What follows belongs to an exercise in optimizing a design on an open flow for small area; a production flow would make more cautious choices. In this exercise RTL edits were held to simulation tests only and were not proved equivalent to the original. The clock input has no modelled driver; a real chip could not lean on it and would need a root buffer or a full tree.

==> run a <==
// uniloader_jtag
module uniloader_jtag (
    input  wire        clk,
    input  wire        rst,
    input  wire        req_valid,
    input  wire [23:0] req_word,
    output wire        req_ready,
    output wire        rsp_valid,
    output wire        rsp_err,
    output wire [31:0] rsp_data,
    output reg  [3:0]  tap_state,
    output reg         tap_known,
    output reg         tck,
    output reg         tms,
    output reg         tdi,
    input  wire        tdo
);
==> flow/config.mk <==
export PLATFORM = sky130hd
export DESIGN_NAME = uniloader_jtag
export DESIGN_NICKNAME = uniloader_jtag
export VERILOG_FILES = /design/flow/design.v
export SDC_FILE = /design/flow/constraint.sdc
export NUM_CORES = 4
export LEC_CHECK = 0
export ABC_AREA = 1
export CAP_MARGIN = 20
export CORE_MARGIN = 2
export CORE_UTILIZATION = 40
export CTS_BUF_LIST = sky130_fd_sc_hd__clkbuf_4
export CTS_CLUSTER_SIZE = 20
export PLACE_DENSITY = 0.6
export SLEW_MARGIN = 20
==> flow/constraint.sdc <==
create_clock -name core_clock -period 8.0 [get_ports {clk}]
set_input_delay 1.6000 -clock core_clock [delete_from_list [all_inputs] [get_ports {clk}]]
set_output_delay 1.6000 -clock core_clock [all_outputs]
set_load 0.01 [all_outputs]
standard.sh (not shown) runs the stock make flow with config.mk's settings and CLKGATE_MAP_FILE= SYNTH_SCRIPT=/design/flow/synth_recipe.tcl, a recipe that flattens the netlist after the stock synthesis.
==> flow/flow/run.sh <==
#!/bin/bash
# Own layout flow: the standard synthesis, then the combinational logic of
# its netlist re-mapped for area with a stronger ABC script (registers kept as
# they are, same cells and names; two rounds of four ABC scripts, the
# smallest result kept),
# then the standard layout steps, with small port buffers and a clock
# tree without dummy loads whose largest leaf buffers get a stronger cell
# (cts_post.tcl).
set -euo pipefail
W=$PWD
R=$W/orfs/results/$FLOW_PLATFORM/uniloader_jtag/base
YOSYS=yosys
if [[ -x $FLOW_HOME/../tools/install/yosys/bin/yosys ]]; then YOSYS=$FLOW_HOME/../tools/install/yosys/bin/yosys; fi
LIB=$FLOW_HOME/platforms/$FLOW_PLATFORM/lib/sky130_fd_sc_hd__tt_025C_1v80.lib

# 1. standard synthesis
bash standard.sh synth > $W/1_synth.log 2>&1
cp $R/1_2_yosys.v $W/1_2_yosys_standard.v

# 2. area re-mapping of the combinational logic: two rounds of four ABC
#    scripts in parallel; each round starts from the smallest netlist so far
remap_round() {   # remap_round ROUND INPUT SCRIPT-PREFIX
  local S
  for S in 0 1 2 3; do
    LIB=$LIB IN_V=$2 TOP=$FLOW_TOP ABC_SCRIPT=$W/flow/$3_$S.abc \
    OUT_V=$W/remap$1_$S.v OUT_STAT=$W/remap$1_stat_$S.txt \
      $YOSYS -c $W/flow/reabc.tcl > $W/2_remap$1_$S.log 2>&1 &
  done
  wait
  for S in 0 1 2 3; do
    a=$(grep "Chip area" $W/remap$1_stat_$S.txt | awk '{print $NF}' || true)
    [[ -n "$a" ]] || continue
    if [[ -z "$besta" ]] || awk "BEGIN{exit !($a < $besta)}"; then best=$W/remap$1_$S.v; besta=$a; fi
  done
  echo "round $1 areas: $(grep -h 'Chip area' $W/remap$1_stat_*.txt | awk '{print $NF}' | tr '\n' ' '); best so far $best ($besta)" >> $W/2_remap_choice.log
}
best=""; besta=""
: > $W/2_remap_choice.log
remap_round 1 $W/1_2_yosys_standard.v opt
remap_round 2 $best opt2
cp $best $R/1_2_yosys.v
touch $R/1_2_yosys.v

# 3. layout
export BUFFER_PORTS_ARGS="-buffer_cell sky130_fd_sc_hd__buf_1"
export CTS_ARGS="-sink_clustering_enable -repair_clock_nets -dont_use_dummy_load -buf_list sky130_fd_sc_hd__clkbuf_4 -sink_clustering_size 20"
export POST_CTS_TCL=$W/flow/cts_post.tcl
export LEAF_CLKBUF_BIG=sky130_fd_sc_hd__clkbuf_8
export LEAF_CLKBUF_MAX_FANOUT=8
bash standard.sh > $W/3_layout.log 2>&1
==> flow/flow/cts_post.tcl <==
# After clock tree synthesis: merge the leaf clock buffers in pairs (nearest
# first); each kept leaf buffer gets a stronger cell and sits at the centre of
# the register clock pins it now drives.
set block [ord::get_db_block]
set big [[ord::get_db] findMaster $::env(LEAF_CLKBUF_BIG)]
set leaves {}
foreach inst [$block getInsts] {
  if { [string match "clkbuf_*_*__f_clk" [$inst getName]] } { lappend leaves $inst }
}
proc center { inst } {
  set b [$inst getBBox]
  return [list [expr {([$b xMin] + [$b xMax]) / 2}] [expr {([$b yMin] + [$b yMax]) / 2}]]
}
while { [llength $leaves] > 1 } {
  set a [lindex $leaves 0]
  set ca [center $a]
  set bestd -1
  set bi -1
  for {set i 1} {$i < [llength $leaves]} {incr i} {
    set cb [center [lindex $leaves $i]]
    set d [expr {abs([lindex $ca 0] - [lindex $cb 0]) + abs([lindex $ca 1] - [lindex $cb 1])}]
    if { $bestd < 0 || $d < $bestd } { set bestd $d; set bi $i }
  }
  set b [lindex $leaves $bi]
  set anet [[$a findITerm X] getNet]
  set bnet [[$b findITerm X] getNet]
  foreach it [$bnet getITerms] {
    if { [$it getInst] != $b } { $it disconnect; $it connect $anet }
  }
  [$b findITerm A] disconnect
  odb::dbInst_destroy $b
  odb::dbNet_destroy $bnet
  $a swapMaster $big
  # centre of the sinks
  set sx 0; set sy 0; set n 0
  foreach it [$anet getITerms] {
    if { [$it getInst] == $a } { continue }
    set c [center [$it getInst]]
    set sx [expr {$sx + [lindex $c 0]}]; set sy [expr {$sy + [lindex $c 1]}]; incr n
  }
  if { $n > 0 } { $a setLocation [expr {$sx / $n}] [expr {$sy / $n}] }
  puts "cts_post: [$a getName] now drives $n pins"
  set leaves [lreplace $leaves $bi $bi]
  set leaves [lrange $leaves 1 end]
}
detailed_placement
check_placement -verbose
estimate_parasitics -placement
report_clock_skew
Other scripts of this flow, unchanged in this note and not shown: flow/flow/opt2_0.abc, flow/flow/opt2_1.abc, flow/flow/opt2_2.abc, flow/flow/opt2_3.abc, flow/flow/opt_0.abc, flow/flow/opt_1.abc, flow/flow/opt_2.abc, flow/flow/opt_3.abc, flow/flow/reabc.tcl
==> run b: changes against run a <==
--- a/flow/design.v
+++ b/flow/design.v
@@ -17,21 +17,22 @@
     localparam S_RESET = 4'h0, S_IDLE  = 4'h1, S_SELDR = 4'h2, S_CAPDR = 4'h3,
                S_SHDR  = 4'h4, S_EX1DR = 4'h5, S_PADR  = 4'h6, S_EX2DR = 4'h7,
                S_UPDR  = 4'h8, S_SELIR = 4'h9, S_CAPIR = 4'hA, S_SHIR  = 4'hB,
                S_EX1IR = 4'hC, S_PAIR  = 4'hD, S_EX2IR = 4'hE, S_UPIR  = 4'hF;
     localparam OP_RESET = 4'h0, OP_SET = 4'h1, OP_BITS = 4'h2, OP_RUN = 4'h3,
                OP_SHIR = 4'h4, OP_SHDR = 4'h5, OP_TOGGLE = 4'h6,
                OP_GETID = 4'h8, OP_INIT = 4'h9, OP_SEND = 4'hA, OP_FINISH = 4'hB,
+               OP_INITJ = 4'hD,
                OP_REFUSED = 4'hF;
     localparam M_END = 4'd0, M_RST5 = 4'd1, M_INSN = 4'd2, M_DR32 = 4'd3,
                M_DR95 = 4'd4, M_RUNK = 4'd5, M_USER = 4'd6, M_SET = 4'd7,
                M_TOGGLE = 4'd8, M_RUN = 4'd9, M_GHOST = 4'd10;
     reg        busy;
     reg [3:0]  op;
-    reg        f0;
+    wire       f0 = m[2];    
     wire       f1 = m[2];    
     reg [2:0]  m;
     reg [1:0]  ph;
     reg        pdone;
     reg [4:0]  s;
     reg [31:0] q;
     reg [1:0]  rsub;      
@@ -80,15 +81,16 @@
             default:   w_refuse = 1'b0;
         endcase
         if (!w_match)
             w_refuse = 1'b1;
     end
     wire w_toggle = (tap_state == w_tgt) && ((w_tgt == S_PADR) || (w_tgt == S_PAIR));
     wire [3:0] w_opi = w_refuse ? OP_REFUSED :
-                       ((w_op == OP_SET) && w_toggle) ? OP_TOGGLE : w_op;
+                       ((w_op == OP_SET) && w_toggle) ? OP_TOGGLE :
+                       ((w_op == OP_INIT) && w_f0) ? OP_INITJ : w_op;    
     reg [3:0] mk;
     always @* begin
         mk = M_END;
         case (op)
             OP_RESET:  if (m[1:0] == 2'd0) mk = M_RST5;
             OP_SET:    if (m[1:0] == 2'd0) mk = M_SET;
             OP_TOGGLE: if (m[1:0] == 2'd0) mk = M_TOGGLE;
@@ -97,18 +99,19 @@
             OP_RUN:    if (m == 3'd0) mk = M_RUN; else if (m == 3'd1) mk = M_GHOST;
             OP_GETID:  case (m)
                            3'd0: mk = M_RST5;
                            3'd1: mk = M_INSN;
                            3'd2: mk = M_DR32;
                            default: mk = M_END;
                        endcase
-            OP_INIT:   case (m)
+            OP_INIT, OP_INITJ:
+                       case (m)
                            3'd0: mk = M_RST5;
                            3'd1: mk = M_INSN;
-                           3'd2: mk = f0 ? M_INSN : M_END;
+                           3'd2: mk = (op == OP_INITJ) ? M_INSN : M_END;
                            3'd3: mk = M_RUNK;
                            3'd4: mk = M_INSN;
                            3'd5: mk = M_DR95;
                            3'd6: mk = M_INSN;
                            default: mk = M_END;
                        endcase
             OP_FINISH: case (m)
@@ -232,24 +235,22 @@
             tap_state <= S_RESET;
             pdone     <= 1'b0;
             s         <= 5'd0;
             rsub      <= R_ROT;
             op        <= 4'h0;
             m         <= 3'd0;
             ph        <= 2'd0;
-            f0        <= 1'b0;
             q[15:0]   <= 16'd0;
         end else if (!busy) begin
             if (req_valid) begin
                 busy     <= 1'b1;
                 op       <= w_opi;
-                f0       <= req_word[16];
                 {rsub, bor} <= req_word[10:8];    
                 q[15:0]  <= req_word[15:0];
-                m        <= {req_word[17], 2'd0};
+                m        <= {(w_op == OP_BITS) ? req_word[16] : req_word[17], 2'd0};
                 ph       <= 2'd0;
             end
         end else if (!tck) begin
             tck       <= 1'b1;
             tap_state <= std_next;
             if (ph == 2'd2) begin
                 s <= s_inc;
==> flow/flow/cts_post.tcl (replaced) <==
# After clock tree synthesis: give the leaf clock buffers that drive the most
# register clock pins a stronger cell, for margin on the clock-pin slew.
set block [ord::get_db_block]
set big [[ord::get_db] findMaster $::env(LEAF_CLKBUF_BIG)]
set changed 0
foreach inst [$block getInsts] {
  if { ![string match "clkbuf_*_*__f_clk" [$inst getName]] } { continue }
  set out [[$inst findITerm X] getNet]
  set n [expr {[llength [$out getITerms]] - 1}]
  if { $n > $::env(LEAF_CLKBUF_MAX_FANOUT) } {
    puts "cts_post: [$inst getName] drives $n pins, now [$big getName]"
    $inst swapMaster $big
    incr changed
  }
}
if { $changed } {
  detailed_placement
  check_placement -verbose
}
estimate_parasitics -placement
report_clock_skew
==> run c: changes against run a <==
--- a/flow/design.v
+++ b/flow/design.v
@@ -17,21 +17,22 @@
     localparam S_RESET = 4'h0, S_IDLE  = 4'h1, S_SELDR = 4'h2, S_CAPDR = 4'h3,
                S_SHDR  = 4'h4, S_EX1DR = 4'h5, S_PADR  = 4'h6, S_EX2DR = 4'h7,
                S_UPDR  = 4'h8, S_SELIR = 4'h9, S_CAPIR = 4'hA, S_SHIR  = 4'hB,
                S_EX1IR = 4'hC, S_PAIR  = 4'hD, S_EX2IR = 4'hE, S_UPIR  = 4'hF;
     localparam OP_RESET = 4'h0, OP_SET = 4'h1, OP_BITS = 4'h2, OP_RUN = 4'h3,
                OP_SHIR = 4'h4, OP_SHDR = 4'h5, OP_TOGGLE = 4'h6,
                OP_GETID = 4'h8, OP_INIT = 4'h9, OP_SEND = 4'hA, OP_FINISH = 4'hB,
+               OP_INITJ = 4'hD,
                OP_REFUSED = 4'hF;
     localparam M_END = 4'd0, M_RST5 = 4'd1, M_INSN = 4'd2, M_DR32 = 4'd3,
                M_DR95 = 4'd4, M_RUNK = 4'd5, M_USER = 4'd6, M_SET = 4'd7,
                M_TOGGLE = 4'd8, M_RUN = 4'd9, M_GHOST = 4'd10;
     reg        busy;
     reg [3:0]  op;
-    reg        f0;
+    wire       f0 = m[2];    
     wire       f1 = m[2];    
     reg [2:0]  m;
     reg [1:0]  ph;
     reg        pdone;
     reg [4:0]  s;
     reg [31:0] q;
     reg [1:0]  rsub;      
@@ -80,15 +81,16 @@
             default:   w_refuse = 1'b0;
         endcase
         if (!w_match)
             w_refuse = 1'b1;
     end
     wire w_toggle = (tap_state == w_tgt) && ((w_tgt == S_PADR) || (w_tgt == S_PAIR));
     wire [3:0] w_opi = w_refuse ? OP_REFUSED :
-                       ((w_op == OP_SET) && w_toggle) ? OP_TOGGLE : w_op;
+                       ((w_op == OP_SET) && w_toggle) ? OP_TOGGLE :
+                       ((w_op == OP_INIT) && w_f0) ? OP_INITJ : w_op;    
     reg [3:0] mk;
     always @* begin
         mk = M_END;
         case (op)
             OP_RESET:  if (m[1:0] == 2'd0) mk = M_RST5;
             OP_SET:    if (m[1:0] == 2'd0) mk = M_SET;
             OP_TOGGLE: if (m[1:0] == 2'd0) mk = M_TOGGLE;
@@ -97,18 +99,19 @@
             OP_RUN:    if (m == 3'd0) mk = M_RUN; else if (m == 3'd1) mk = M_GHOST;
             OP_GETID:  case (m)
                            3'd0: mk = M_RST5;
                            3'd1: mk = M_INSN;
                            3'd2: mk = M_DR32;
                            default: mk = M_END;
                        endcase
-            OP_INIT:   case (m)
+            OP_INIT, OP_INITJ:
+                       case (m)
                            3'd0: mk = M_RST5;
                            3'd1: mk = M_INSN;
-                           3'd2: mk = f0 ? M_INSN : M_END;
+                           3'd2: mk = (op == OP_INITJ) ? M_INSN : M_END;
                            3'd3: mk = M_RUNK;
                            3'd4: mk = M_INSN;
                            3'd5: mk = M_DR95;
                            3'd6: mk = M_INSN;
                            default: mk = M_END;
                        endcase
             OP_FINISH: case (m)
@@ -232,24 +235,22 @@
             tap_state <= S_RESET;
             pdone     <= 1'b0;
             s         <= 5'd0;
             rsub      <= R_ROT;
             op        <= 4'h0;
             m         <= 3'd0;
             ph        <= 2'd0;
-            f0        <= 1'b0;
             q[15:0]   <= 16'd0;
         end else if (!busy) begin
             if (req_valid) begin
                 busy     <= 1'b1;
                 op       <= w_opi;
-                f0       <= req_word[16];
                 {rsub, bor} <= req_word[10:8];    
                 q[15:0]  <= req_word[15:0];
-                m        <= {req_word[17], 2'd0};
+                m        <= {(w_op == OP_BITS) ? req_word[16] : req_word[17], 2'd0};
                 ph       <= 2'd0;
             end
         end else if (!tck) begin
             tck       <= 1'b1;
             tap_state <= std_next;
             if (ph == 2'd2) begin
                 s <= s_inc;
--- a/flow/flow/run.sh
+++ b/flow/flow/run.sh
@@ -42,9 +42,9 @@
 touch $R/1_2_yosys.v
 
 # 3. layout
 export BUFFER_PORTS_ARGS="-buffer_cell sky130_fd_sc_hd__buf_1"
 export CTS_ARGS="-sink_clustering_enable -repair_clock_nets -dont_use_dummy_load -buf_list sky130_fd_sc_hd__clkbuf_4 -sink_clustering_size 20"
 export POST_CTS_TCL=$W/flow/cts_post.tcl
 export LEAF_CLKBUF_BIG=sky130_fd_sc_hd__clkbuf_8
-export LEAF_CLKBUF_MAX_FANOUT=8
+export LEAF_CLKBUF_MAX_FANOUT=10
 bash standard.sh > $W/3_layout.log 2>&1
==> flow/flow/cts_post.tcl (replaced) <==
# After clock tree synthesis: give the leaf clock buffers that drive the most
# register clock pins a stronger cell, for margin on the clock-pin slew.
set block [ord::get_db_block]
set big [[ord::get_db] findMaster $::env(LEAF_CLKBUF_BIG)]
set changed 0
foreach inst [$block getInsts] {
  if { ![string match "clkbuf_*_*__f_clk" [$inst getName]] } { continue }
  set out [[$inst findITerm X] getNet]
  set n [expr {[llength [$out getITerms]] - 1}]
  if { $n > $::env(LEAF_CLKBUF_MAX_FANOUT) } {
    puts "cts_post: [$inst getName] drives $n pins, now [$big getName]"
    $inst swapMaster $big
    incr changed
  }
}
if { $changed } {
  detailed_placement
  check_placement -verbose
}
estimate_parasitics -placement
report_clock_skew
==> flow/config.mk (replaced) <==
export PLATFORM = sky130hd
export DESIGN_NAME = uniloader_jtag
export DESIGN_NICKNAME = uniloader_jtag
export VERILOG_FILES = /design/flow/design.v
export SDC_FILE = /design/flow/constraint.sdc
export NUM_CORES = 4
export LEC_CHECK = 0
export ABC_AREA = 1
export CAP_MARGIN = 20
export CORE_MARGIN = 2
export CORE_UTILIZATION = 70
export CTS_BUF_LIST = sky130_fd_sc_hd__clkbuf_4
export CTS_CLUSTER_SIZE = 20
export PLACE_DENSITY = 0.85
export SLEW_MARGIN = 20
==> run d: changes against run a <==
==> flow/flow/cts_post.tcl (replaced) <==
# After clock tree synthesis: give the leaf clock buffers that drive the most
# register clock pins a stronger cell, for margin on the clock-pin slew.
set block [ord::get_db_block]
set big [[ord::get_db] findMaster $::env(LEAF_CLKBUF_BIG)]
set changed 0
foreach inst [$block getInsts] {
  if { ![string match "clkbuf_*_*__f_clk" [$inst getName]] } { continue }
  set out [[$inst findITerm X] getNet]
  set n [expr {[llength [$out getITerms]] - 1}]
  if { $n > $::env(LEAF_CLKBUF_MAX_FANOUT) } {
    puts "cts_post: [$inst getName] drives $n pins, now [$big getName]"
    $inst swapMaster $big
    incr changed
  }
}
if { $changed } {
  detailed_placement
  check_placement -verbose
}
estimate_parasitics -placement
report_clock_skew
==> summary of the runs <==
Final cell count: run c is smaller than run a (about 6%).
Global-route usage: run c > run b > run d > run a.
Against run c, the die area of run a is higher by about 70%.
In run c the synthesized area is higher than in run a, by 0.44%.

[afterwards: timing with drivers on the ports]
No port has a modelled driver above. Below, the same layouts with a new extraction and two added sets of constraints. Step 1 sets driving cells, clkbuf_16 on the clock port and buf_2 on the other inputs (assumed; they add their load-dependent delay and slew). Step 2 adds t to the input delays and takes it off the output delays; t is the mean of the earliest and latest rising clock arrival at the registers after step 1. Input paths then give back, and output paths get back, about the clock's delay inside the block. Slacks: ideal / step 1 / step 2; pairs: ideal / step 1.
run | shift t [ns] | setup slack, ns | clock arrival spread, ns | worst register clock-pin slew, ns | cell pins on the clock port's net
run a | 0.412 | 2.479 / 2.479 / 2.479 | 0.028 / 0.028 | 0.12 / 0.12 | 1
run b | 0.423 | 1.507 / 1.507 / 1.507 | 0.028 / 0.028 | 0.09 / 0.09 | 1
run c | 0.442 | 1.657 / 1.657 / 1.657 | 0.035 / 0.035 | 0.11 / 0.11 | 1
run d | 0.436 | 2.465 / 2.465 / 2.465 | 0.028 / 0.028 | 0.09 / 0.09 | 1
After both steps setup and hold are still met in every run listed.
